Source: an optimization exercise on an open RTL-to-GDS flow (aim: small area, a short achievable clock period and few clock cycles per item). Production flows keep margins and buffers that such runs may drop.
Power and IR drop assume default switching activity.

Setup of the previous run:
Design pfor_select, start of the top module:
module pfor_select (
    input  wire        clk,
    input  wire        rst,           
    input  wire        in_valid,
    output wire        in_ready,
    input  wire [31:0] in_data,
    input  wire        in_delta,      
    input  wire        in_restart,    
    output wire        out_valid,
    input  wire        out_ready,
    output wire [5:0]  out_b,
    output wire [7:0]  out_cexcept,
    output wire [5:0]  out_maxb
);
    function [5:0] hib64;
        input [63:0] v;
        reg [31:0] a1; reg [31:0] i1;
        reg [15:0] a2; reg [31:0] i2;
        reg [7:0]  a3; reg [23:0] i3;
        reg [3:0]  a4; reg [15:0] i4;
        reg [1:0]  a5; reg [9:0]  i5;
        integer g;
        begin
            for (g = 0; g < 32; g = g + 1) begin
                a1[g] = v[2*g+1] | v[2*g];
                i1[g] = v[2*g+1];
            end
            for (g = 0; g < 16; g = g + 1) begin
                a2[g] = a1[2*g+1] | a1[2*g];
                i2[2*g+:2] = a1[2*g+1] ? {1'b1, i1[2*g+1]} : {1'b0, i1[2*g]};
            end
            for (g = 0; g < 8; g = g + 1) begin
                a3[g] = a2[2*g+1] | a2[2*g];
                i3[3*g+:3] = a2[2*g+1] ? {1'b1, i2[4*g+2+:2]} : {1'b0, i2[4*g+:2]};
            end
            for (g = 0; g < 4; g = g + 1) begin
                a4[g] = a3[2*g+1] | a3[2*g];
                i4[4*g+:4] = a3[2*g+1] ? {1'b1, i3[6*g+3+:3]} : {1'b0, i3[6*g+:3]};
            end
            for (g = 0; g < 2; g = g + 1) begin
                a5[g] = a4[2*g+1] | a4[2*g];
                i5[5*g+:5] = a4[2*g+1] ? {1'b1, i4[8*g+4+:4]} : {1'b0, i4[8*g+:4]};
            end
            hib64 = a5[1] ? {1'b1, i5[9:5]} : {1'b0, i5[4:0]};
        end
    endfunction
    reg         in_rdy;
    reg  [6:0]  cnt;           
    reg         blk_delta;     
    reg  [31:0] d_r;           
    reg         v_r;           
    reg         rs_r;          
    reg         use_r;         
    reg         last_r;        
    wire        accept = in_valid & in_rdy;
    wire        first  = (cnt == 7'd0);
    reg  [31:0] prev;          
    reg         pz;            
    reg  [5:0]  w_r;           
    reg  [5:0]  wl;            
  ...
For scale: ~430 flip-flops, ~60 I/O pins, ~22000 sq um of cells after synthesis.
==> module pfor_select, before the edit <==
module pfor_select (
    input  wire        clk,
    input  wire        rst,           
    input  wire        in_valid,
    output wire        in_ready,
    input  wire [31:0] in_data,
    input  wire        in_delta,      
    input  wire        in_restart,    
    output wire        out_valid,
    input  wire        out_ready,
    output wire [5:0]  out_b,
    output wire [7:0]  out_cexcept,
    output wire [5:0]  out_maxb
);
    function [5:0] hib64;
        input [63:0] v;
        reg [31:0] a1; reg [31:0] i1;
        reg [15:0] a2; reg [31:0] i2;
        reg [7:0]  a3; reg [23:0] i3;
        reg [3:0]  a4; reg [15:0] i4;
        reg [1:0]  a5; reg [9:0]  i5;
        integer g;
        begin
            for (g = 0; g < 32; g = g + 1) begin
                a1[g] = v[2*g+1] | v[2*g];
                i1[g] = v[2*g+1];
            end
            for (g = 0; g < 16; g = g + 1) begin
                a2[g] = a1[2*g+1] | a1[2*g];
                i2[2*g+:2] = a1[2*g+1] ? {1'b1, i1[2*g+1]} : {1'b0, i1[2*g]};
            end
            for (g = 0; g < 8; g = g + 1) begin
                a3[g] = a2[2*g+1] | a2[2*g];
                i3[3*g+:3] = a2[2*g+1] ? {1'b1, i2[4*g+2+:2]} : {1'b0, i2[4*g+:2]};
            end
            for (g = 0; g < 4; g = g + 1) begin
                a4[g] = a3[2*g+1] | a3[2*g];
                i4[4*g+:4] = a3[2*g+1] ? {1'b1, i3[6*g+3+:3]} : {1'b0, i3[6*g+:3]};
            end
            for (g = 0; g < 2; g = g + 1) begin
                a5[g] = a4[2*g+1] | a4[2*g];
                i5[5*g+:5] = a4[2*g+1] ? {1'b1, i4[8*g+4+:4]} : {1'b0, i4[8*g+:4]};
            end
            hib64 = a5[1] ? {1'b1, i5[9:5]} : {1'b0, i5[4:0]};
        end
    endfunction
    reg         in_rdy;
    reg  [6:0]  cnt;           
    reg         blk_delta;     
    reg  [31:0] d_r;           
    reg         v_r;           
    reg         rs_r;          
    reg         use_r;         
    reg         last_r;        
    wire        accept = in_valid & in_rdy;
    wire        first  = (cnt == 7'd0);
    reg  [31:0] prev;          
    reg         pz;            
    reg  [5:0]  w_r;           
    reg  [5:0]  wl;            
    reg         v_w;
    reg         last_w;
    reg         rst_r;
    wire [31:0] x      = d_r - (use_r ? prev : 32'd0);
    wire [5:0]  width  = hib64({31'd0, x, 1'b0});
    wire        pz_next = v_r ? (~blk_delta & (rs_r | pz)) : pz;
    reg  [6:0]  freq [1:32];   
    wire [32:1] pres;          
    reg         full;          
    reg         scanning;
    reg  [6:0]  fr;            
    reg  [7:0]  dacc;          
    reg  [5:0]  cb;            
    reg         v1;
    reg  [5:0]  kf;            
    reg  [7:0]  dk;            
    reg  [5:0]  bk;
    reg         vk;
    reg  [12:0] q_r;           
    reg  [5:0]  b_r;
    reg  [7:0]  e_r;
    reg         v2;
    reg  [5:0]  maxb;
    reg  [5:0]  best_b;
    reg  [7:0]  best_c;
    reg  [12:0] best_q;
    reg         outv;
    reg         done_r;
    integer j;
    reg  [32:1] above;         
    reg  [32:1] hot;           
    always @* begin
        above[32] = 1'b0;
        for (j = 31; j >= 1; j = j - 1)
            above[j] = above[j+1] | pres[j+1];
        hot = pres & ~above;
    end
    wire [5:0]  idx  = hib64({31'd0, pres, 1'b0});
    reg  [6:0]  fsel;
    always @* begin
        fsel = 7'd0;
        for (j = 1; j <= 32; j = j + 1)
            fsel = fsel | ({7{hot[j]}} & freq[j]);
    end
    wire        any   = |pres;
    wire        start = full & ~scanning & ~outv;
    wire        step  = start | scanning;    
    wire        better = q_r > best_q;
    wire [13:0] bound  = {1'b0, q_r} + {1'b0, b_r, 7'd0};
    wire        prune  = bound <= {1'b0, best_q};
    wire        done_scan = v2 & ((b_r == 6'd0) | prune);
    wire        done_now  = start & ~any;
    wire        done  = done_scan | done_now;
    assign in_ready    = in_rdy;
    assign out_valid   = outv;
    assign out_b       = best_b;
    assign out_cexcept = best_c;
    assign out_maxb    = maxb;
    always @(posedge clk) begin
        d_r   <= in_data;
        use_r <= first ? (in_delta & ~in_restart & ~pz_next)
                       : (blk_delta & ~pz_next);
        if (accept & first)
            blk_delta <= in_delta;
        if (rst) begin
            in_rdy <= 1'b1;
            cnt    <= 7'd0;
            v_r    <= 1'b0;
            rs_r   <= 1'b0;
            last_r <= 1'b0;
        end else begin
            v_r    <= accept;
            rs_r   <= accept & first & in_restart;
            last_r <= accept & (cnt == 7'd127);
            if (accept)
                cnt <= cnt + 7'd1;
            if (accept & (cnt == 7'd127))
                in_rdy <= 1'b0;
            else if (done)
                in_rdy <= 1'b1;
        end
    end
    always @(posedge clk) begin
        w_r   <= width;
        rst_r <= rst;
        if (v_w)
            wl <= w_r;
        if (v_r & blk_delta)
            prev <= d_r;
        if (rst) begin
            pz     <= 1'b1;
            v_w    <= 1'b0;
            last_w <= 1'b0;
        end else begin
            pz     <= pz_next;
            v_w    <= v_r;
            last_w <= last_r;
        end
    end
    genvar w;
    generate
        for (w = 1; w <= 32; w = w + 1) begin : g_hist
            wire [7:0] t;
            wire [6:0] s;
            assign t[0] = v_w && (w_r == w);
            genvar i;
            for (i = 0; i < 7; i = i + 1) begin : g_bit
                assign s[i]   = freq[w][i] ^ t[i];
                assign t[i+1] = freq[w][i] & t[i];
            end
            always @(posedge clk) begin
                if (rst_r | done_r | (step & hot[w]))
                    freq[w] <= 7'd0;
                else
                    freq[w] <= s;
            end
            assign pres[w] = |freq[w];
        end
    endgenerate
    always @(posedge clk) begin
        fr   <= fsel;              
        cb   <= idx;
        kf   <= 6'd8 + maxb - cb;
        dk   <= dacc;
        bk   <= cb;
        q_r  <= kf * dk;
        b_r  <= bk;
        e_r  <= 8'd128 - dk;
        if (start)
            dacc <= 8'd128;
        else
            dacc <= dacc - {1'b0, fr};
        if (start) begin
            best_q <= 13'd0;
            best_b <= wl;
            best_c <= 8'd0;
        end else if (v2 & better) begin
            best_b <= b_r;
            best_c <= e_r;
            best_q <= q_r;
        end
        if (start)
            maxb <= any ? idx : wl;
        if (rst) begin
            full     <= 1'b0;
            scanning <= 1'b0;
            v1       <= 1'b0;
            vk       <= 1'b0;
            v2       <= 1'b0;
            outv     <= 1'b0;
            done_r   <= 1'b0;
        end else begin
            done_r  <= done;
            v1      <= step & ~done;
            vk      <= v1 & ~done;
            v2      <= vk & ~done;
            if (outv & out_ready)
                outv <= 1'b0;
            if (v_w & last_w)
                full <= 1'b1;
            if (start) begin
                full     <= 1'b0;
                scanning <= any;
                if (~any)
                    outv <= 1'b1;
            end else if (done_scan) begin
                scanning <= 1'b0;
                outv     <= 1'b1;
            end
        end
    end
endmodule
export LEC_CHECK = 0
export CAP_MARGIN = 20
export CORE_MARGIN = 2
export CORE_UTILIZATION = 40
export PLACE_DENSITY = 0.6
export SLEW_MARGIN = 20
export SETUP_SLACK_MARGIN = 7.4
export BUFFER_PORTS_ARGS = -buffer_cell sky130_fd_sc_hd__buf_2
create_clock -name core_clock -period 11.0 [get_ports {clk}]
standard.sh (not shown) runs the stock make flow with config.mk's settings and CLKGATE_MAP_FILE= SYNTH_SCRIPT=/design/flow/synth_recipe.tcl, a recipe that flattens the netlist after the stock synthesis.
==> flow/flow/run.sh <==
#!/bin/bash
# Own flow: the standard layout (standard.sh, standard synthesis), with
# extra ORFS settings from flow/extra.mk: repair timing towards a tighter
# setup slack target and faster port buffers. The make output goes to
# standard.log; ORFS keeps each tool's log under orfs/logs/.
cat flow/extra.mk >> config.mk
bash standard.sh > standard.log 2>&1
==> flow/flow/extra.mk <==
# Optimisation targets for the layout tools (the SDC and clock are unchanged)
export SETUP_SLACK_MARGIN = 7.4
export BUFFER_PORTS_ARGS = -buffer_cell sky130_fd_sc_hd__buf_2
Changes in the current run relative to the previous run:
--- a/flow/design.v
+++ b/flow/design.v
@@ -66,9 +66,11 @@
     wire        pz_next = v_r ? (~blk_delta & (rs_r | pz)) : pz;
     reg  [6:0]  freq [1:32];   
     wire [32:1] pres;          
     reg         full;          
-    reg         scanning;
+    reg         scanning;      
+    reg         gact;          
+    reg         rel;           
     reg  [6:0]  fr;            
     reg  [7:0]  dacc;          
     reg  [5:0]  cb;            
     reg         v1;
@@ -103,15 +105,17 @@
             fsel = fsel | ({7{hot[j]}} & freq[j]);
     end
     wire        any   = |pres;
     wire        start = full & ~scanning & ~outv;
-    wire        step  = start | scanning;    
+    wire        step  = start | gact;        
+    wire        relnow = step & any & ~|(pres & above);
     wire        better = q_r > best_q;
     wire [13:0] bound  = {1'b0, q_r} + {1'b0, b_r, 7'd0};
     wire        prune  = bound <= {1'b0, best_q};
     wire        done_scan = v2 & ((b_r == 6'd0) | prune);
     wire        done_now  = start & ~any;
     wire        done  = done_scan | done_now;
+    wire        gstop = done & ~rel & ~relnow;    
     assign in_ready    = in_rdy;
     assign out_valid   = outv;
     assign out_b       = best_b;
     assign out_cexcept = best_c;
@@ -135,9 +139,9 @@
             if (accept)
                 cnt <= cnt + 7'd1;
             if (accept & (cnt == 7'd127))
                 in_rdy <= 1'b0;
-            else if (done)
+            else if (done | relnow)
                 in_rdy <= 1'b1;
         end
     end
     always @(posedge clk) begin
@@ -177,9 +181,9 @@
             assign pres[w] = |freq[w];
         end
     endgenerate
     always @(posedge clk) begin
-        fr   <= fsel;              
+        fr   <= step ? fsel : 7'd0;
         cb   <= idx;
         kf   <= 6'd8 + maxb - cb;
         dk   <= dacc;
         bk   <= cb;
@@ -203,16 +207,23 @@
             maxb <= any ? idx : wl;
         if (rst) begin
             full     <= 1'b0;
             scanning <= 1'b0;
+            gact     <= 1'b0;
+            rel      <= 1'b0;
             v1       <= 1'b0;
             vk       <= 1'b0;
             v2       <= 1'b0;
             outv     <= 1'b0;
             done_r   <= 1'b0;
         end else begin
-            done_r  <= done;
-            v1      <= step & ~done;
+            done_r  <= gstop;
+            v1      <= step & (start | scanning) & ~done;
+            rel     <= relnow | (rel & ~start);
+            if (start)
+                gact <= any;
+            else if ((step & (idx == 6'd0)) | gstop)
+                gact <= 1'b0;
             vk      <= v1 & ~done;
             v2      <= vk & ~done;
             if (outv & out_ready)
                 outv <= 1'b0;
[summary]
Of the previous run and the current run, the run reporting the lower total internal power was the current run.
The current run has portion of total power attributed to the clock network above what the previous run had.
The current run ended with more static leakage than the previous run.
The current run gives more wire length than the previous run did.
The current run — share of cells above drive strength 1 0.23 points higher, the previous run as reference
From the previous run to the current run the numbers moved as follows: layout clock buffer count up about 22%; final net count up 88; logic depth of the worst register-to-register path down 1; worst setup slack up 120 ps.
Net switching power figure: lower on the current run
The current run gives less power than the previous run did.
Re critical path depth: the previous run and the current run aren't equal, and the lower value belongs to the current run.
Going from the previous run to the current run, synthesized area higher; post-route non-filler standard cell count higher.
Function was not checked in any run of this note: the RTL went through the layout flow alone.

[afterwards: timing with drivers on the ports]
The flow's constraints put no driver on any port. The routed layouts listed below were extracted and timed again, unchanged, in two steps.
Step 1, drivers: a clkbuf_16 drives clk and a buf_2 each remaining input, both assumed.
Step 2 adds t to the input delays and takes it off the output delays; t is the mean of the earliest and latest rising clock arrival at the registers after step 1. Input paths then give back, and output paths get back, about the clock's delay inside the block.
a / b / c = ideal / step 1 / step 2; a / b = the first two.
run | shift t [ns] | setup slack, ns | cell pins on the clock port's net
the previous run | 0.641 | 7.277 / 7.277 / 7.277 | 1
the current run | 0.635 | 7.399 / 7.399 / 7.399 | 1
After both steps setup and hold are still met in every run listed.
